Context: an optimization exercise on an open-source flow, tuned for small area, a short achievable clock period and few clock cycles per item. The choices shown serve that exercise and are no tape-out recipe.
No activity file was given, so power comes from the tool's default toggle rates.

==> module sd_matcher, before the edit <==
module sd_matcher (
    input  wire        clk,
    input  wire        rst,
    input  wire [16:0] tap0,
    input  wire [16:0] tap1,
    input  wire [63:0] chips_in,
    input  wire        start,
    input  wire        zap,         
    output reg         busy,
    output reg  [63:0] chips,
    output reg         found,
    output reg         poly,
    output reg  [3:0]  offset,
    output reg  [5:0]  window,
    output wire [2:0]  thr,
    output reg  [5:0]  dist0,
    output reg  [5:0]  dist1
);
    reg        pass2;
    reg        run1;        
    reg [5:0]  tau;         
    reg        act;         
    reg [16:0] l0, l1, z0, z1;
    reg        s2v;         
    reg        g0, g1;      
    reg [7:0]  e0, e1;
    reg [2:0]  d0 [0:8];
    reg [2:0]  d1 [0:8];
    reg [2:0]  rq;          
    function [2:0] hq;      
        input [2:0] q;
        begin
            case (q)
                3'd0:    hq = 3'd4;
                3'd1:    hq = 3'd3;
                3'd2:    hq = 3'd2;
                default: hq = 3'd1;
            endcase
        end
    endfunction
    function [5:0] endq;    
        input [2:0] q;
        begin
            case (q)
                3'd0:    endq = 6'd47;
                3'd1:    endq = 6'd38;
                3'd2:    endq = 6'd29;
                3'd3:    endq = 6'd20;
                default: endq = 6'd11;
            endcase
        end
    endfunction
    assign thr = hq(rq);
    wire [3:0] so   = found ? offset : 4'd1;      
    wire [5:0] send = endq(rq);                   
    wire y0 = ^(l0 & tap0);
    wire y1 = ^(l1 & tap1);
    reg [8:0] x0, x1;
    integer o, m;
    always @(*) begin
        for (o = 0; o < 9; o = o + 1) begin
            x0[o] = g0;
            x1[o] = g1;
            for (m = 0; m < o; m = m + 1) begin
                x0[o] = x0[o] ^ (e0[m] & z0[m+1]);
                x1[o] = x1[o] ^ (e1[m] & z1[m+1]);
            end
        end
    end
    wire sx0 = x0[so];
    wire sx1 = x1[so];
    reg       chk;
    reg [2:0] grp;
    reg [2:0] grp_n;
    reg       chk_n;
    always @(*) begin
        chk_n = 1'b1;
        case (tau)
            6'd47:   grp_n = 3'd0;
            6'd38:   grp_n = 3'd1;
            6'd29:   grp_n = 3'd2;
            6'd20:   grp_n = 3'd3;
            6'd11:   grp_n = 3'd4;
            default: begin grp_n = 3'd4; chk_n = 1'b0; end
        endcase
    end
    wire [2:0] h = hq(grp);
    reg [8:0] mt;
    always @(*) begin
        for (o = 0; o < 9; o = o + 1)
            mt[o] = (d0[o] != d1[o]) &&
                    (((d0[o] < d1[o]) ? d0[o] : d1[o]) <= h) &&
                    (grp != 3'd4 || o < 2);
    end
    reg       hit, hp;
    reg [3:0] ho;
    always @(*) begin
        hit = 1'b0; ho = 4'd1; hp = 1'b0;
        for (o = 8; o >= 0; o = o - 1)
            if (mt[o]) begin
                hit = 1'b1; ho = o; hp = (d1[o] < d0[o]);
            end
    end
    reg  fin;               
    wire done2 = s2v && pass2 && tau == send;
    wire ld    = start || fin;
    always @(posedge clk) begin
        if (rst || zap) begin
            busy <= 1'b0;
            run1 <= 1'b0;
            s2v  <= 1'b0;
            chk  <= 1'b0;
            fin  <= 1'b0;
        end else if (start) begin
            busy  <= 1'b1;
            pass2 <= 1'b0;
            run1  <= 1'b1;
            s2v   <= 1'b0;
            chk   <= 1'b0;
            fin   <= 1'b0;
        end else begin
            chk <= !pass2 && s2v && chk_n;
            fin <= !pass2 && s2v && tau == 6'd47;
            if (fin) begin
                pass2 <= 1'b1;
                run1  <= 1'b1;
            end else if (run1 && tau == 6'd46) begin
                run1 <= 1'b0;
            end
            s2v <= run1;
            if (done2) begin
                busy <= 1'b0;
                run1 <= 1'b0;
                s2v  <= 1'b0;
            end
        end
    end
    always @(posedge clk) begin
        if (ld) begin
            tau <= 6'd0;
            act <= start ? chips_in[46] : chips[46];
            l0  <= start ? chips_in[63:47] : chips[63:47];
            l1  <= start ? chips_in[63:47] : chips[63:47];
            z0  <= 17'd1;
            z1  <= 17'd1;
        end else if (run1) begin
            tau <= tau + 6'd1;
            act <= chips[6'd45 - tau];
            l0  <= {l0[15:0], y0};
            l1  <= {l1[15:0], y1};
            z0  <= {z0[15:0], ^(z0 & tap0)};
            z1  <= {z1[15:0], ^(z1 & tap1)};
        end
        g0 <= y0 ^ act;
        g1 <= y1 ^ act;
    end
    always @(posedge clk) begin
        grp <= grp_n;
        if (start) begin
            for (o = 0; o < 9; o = o + 1) begin
                d0[o] <= 3'd0;
                d1[o] <= 3'd0;
            end
        end else if (s2v) begin
            for (o = 0; o < 9; o = o + 1) begin
                if (tau > o) begin
                    if (d0[o] != 3'd7) d0[o] <= d0[o] + {2'd0, x0[o]};
                    if (d1[o] != 3'd7) d1[o] <= d1[o] + {2'd0, x1[o]};
                end
                if (o < 8 && tau == o + 1) begin
                    e0[o] <= x0[o];
                    e1[o] <= x1[o];
                end
            end
        end
        if (zap || fin) begin
            dist0 <= 6'd0;
            dist1 <= 6'd0;
        end else if (s2v && pass2 && tau > {2'd0, so}) begin
            dist0 <= dist0 + {5'd0, sx0};
            dist1 <= dist1 + {5'd0, sx1};
        end
    end
    always @(posedge clk) begin
        if (zap || (chk && !hit && grp == 3'd4)) begin
            found  <= 1'b0;
            poly   <= 1'b0;
            offset <= 4'd2;
            rq     <= 3'd4;
        end else if (chk && hit) begin
            found  <= 1'b1;
            poly   <= hp;
            offset <= ho;
            rq     <= grp;
        end
        if (zap)        window <= 6'd9;
        else if (pass2) window <= found ? send - {2'd0, offset} : 6'd9;
        if (zap)        chips <= 64'd0;
        else if (start) chips <= chips_in;
    end
endmodule
==> flow/config.mk <==
export PLATFORM = sky130hd
export DESIGN_NAME = sweep_decoder
export DESIGN_NICKNAME = sweep_decoder
export VERILOG_FILES = /design/flow/design.v
export SDC_FILE = /design/flow/constraint.sdc
export NUM_CORES = 4
export LEC_CHECK = 0
export CAP_MARGIN = 20
export CORE_MARGIN = 2
export CORE_UTILIZATION = 60
export SETUP_SLACK_MARGIN = 5
export SLEW_MARGIN = 20
==> flow/constraint.sdc <==
create_clock -name core_clock -period 10.0 [get_ports {clk}]
set_input_delay 2.0000 -clock core_clock [delete_from_list [all_inputs] [get_ports {clk}]]
set_output_delay 2.0000 -clock core_clock [all_outputs]
set_load 0.01 [all_outputs]
run.sh (not shown) runs the stock make flow with config.mk's settings and CLKGATE_MAP_FILE= SYNTH_SCRIPT=/design/flow/synth_recipe.tcl, a recipe that flattens the netlist after the stock synthesis.
==> next run, changes <==
--- a/flow/design.v
+++ b/flow/design.v
@@ -351,4 +351,5 @@
     wire sx0 = x0[so];
     wire sx1 = x1[so];
+    reg  sb0, sb1;
     reg       chk;
     reg [2:0] grp;
@@ -374,4 +375,14 @@
                     (grp != 3'd4 || o < 2);
     end
+    reg [8:0] mtr, hpr;
+    reg       chk2;
+    reg [2:0] grp2;
+    always @(posedge clk) begin
+        for (o = 0; o < 9; o = o + 1) begin
+            mtr[o] <= mt[o];
+            hpr[o] <= (d1[o] < d0[o]);
+        end
+        grp2 <= grp;
+    end
     reg       hit, hp;
     reg [3:0] ho;
@@ -379,10 +390,11 @@
         hit = 1'b0; ho = 4'd1; hp = 1'b0;
         for (o = 8; o >= 0; o = o - 1)
-            if (mt[o]) begin
-                hit = 1'b1; ho = o; hp = (d1[o] < d0[o]);
+            if (mtr[o]) begin
+                hit = 1'b1; ho = o; hp = hpr[o];
             end
     end
-    reg  fin;               
+    reg  fin, fin0;         
     wire done2 = s2v && pass2 && tau == send;
+    reg  done3;             
     wire ld    = start || fin;
     always @(posedge clk) begin
@@ -392,5 +404,8 @@
             s2v  <= 1'b0;
             chk  <= 1'b0;
+            chk2 <= 1'b0;
+            fin0 <= 1'b0;
             fin  <= 1'b0;
+            done3 <= 1'b0;
         end else if (start) begin
             busy  <= 1'b1;
@@ -399,8 +414,15 @@
             s2v   <= 1'b0;
             chk   <= 1'b0;
+            chk2  <= 1'b0;
+            fin0  <= 1'b0;
             fin   <= 1'b0;
+            done3 <= 1'b0;
         end else begin
-            chk <= !pass2 && s2v && chk_n;
-            fin <= !pass2 && s2v && tau == 6'd47;
+            chk  <= !pass2 && s2v && chk_n;
+            chk2 <= chk;
+            fin0 <= !pass2 && s2v && tau == 6'd47;
+            fin  <= fin0;
+            done3 <= done2;
+            if (done3) busy <= 1'b0;
             if (fin) begin
                 pass2 <= 1'b1;
@@ -411,5 +433,4 @@
             s2v <= run1;
             if (done2) begin
-                busy <= 1'b0;
                 run1 <= 1'b0;
                 s2v  <= 1'b0;
@@ -455,23 +476,25 @@
             end
         end
+        sb0 <= !zap && s2v && pass2 && tau > {2'd0, so} && sx0;
+        sb1 <= !zap && s2v && pass2 && tau > {2'd0, so} && sx1;
         if (zap || fin) begin
             dist0 <= 6'd0;
             dist1 <= 6'd0;
-        end else if (s2v && pass2 && tau > {2'd0, so}) begin
-            dist0 <= dist0 + {5'd0, sx0};
-            dist1 <= dist1 + {5'd0, sx1};
+        end else begin
+            dist0 <= dist0 + {5'd0, sb0};
+            dist1 <= dist1 + {5'd0, sb1};
         end
     end
     always @(posedge clk) begin
-        if (zap || (chk && !hit && grp == 3'd4)) begin
+        if (zap || (chk2 && !hit && grp2 == 3'd4)) begin
             found  <= 1'b0;
             poly   <= 1'b0;
             offset <= 4'd2;
             rq     <= 3'd4;
-        end else if (chk && hit) begin
+        end else if (chk2 && hit) begin
             found  <= 1'b1;
             poly   <= hp;
             offset <= ho;
-            rq     <= grp;
+            rq     <= grp2;
         end
         if (zap)        window <= 6'd9;
What happened: The new run ran to the end with no violations. Worst setup slack improved by 0.18 ns. Routed wire length hardly moves. Final area rose slightly. Utilization came out lower by 0.22 points. Clock-buffer cell count climbs by 11. Final cell count is higher by a few percent. Register-to-register slack improves by 0.26 ns. Hold slack degrades by 0.030 ns. Non-clock buffer count stays the same. Clock skew rises by 0.0045 ns. Synthesized cell count grows by a few percent. Global-route usage is lower by 0.74 points. Combinational power fell by about a fifth.
Function was not checked in any run of this note: the RTL went through the layout flow alone.

==> static timing again, ports no longer ideal <==
The flow's constraints put no driver on any port. The routed layouts listed below were extracted and timed again, unchanged, in two steps.
Step 1 assumes that a clkbuf_16 drives the clock port and a buf_2 every other input.
Step 2, shift: input delay + t, output delay - t, t = (earliest + latest rising clock arrival at the registers) / 2. This alone moves slack from input paths to output paths.
a / b / c = ideal / step 1 / step 2; a / b = the first two.
run	t, ns	slack for setup (ns)	hold slack, ns	latest minus earliest clock arrival (ns)	slew at the worst register clock pin (ns)
the first run	0.633	5.802 / 5.802 / 5.802	0.412 / 0.412 / 0.412	0.023 / 0.022	0.07 / 0.07
the second run	0.638	5.979 / 5.919 / 5.774	0.383 / 0.383 / 0.383	0.027 / 0.026	0.07 / 0.07
After both steps setup and hold are still met in every run listed. The setup slack of the second run, which loses most, moves by -0.060 ns with the drivers and by -0.205 ns with both steps.
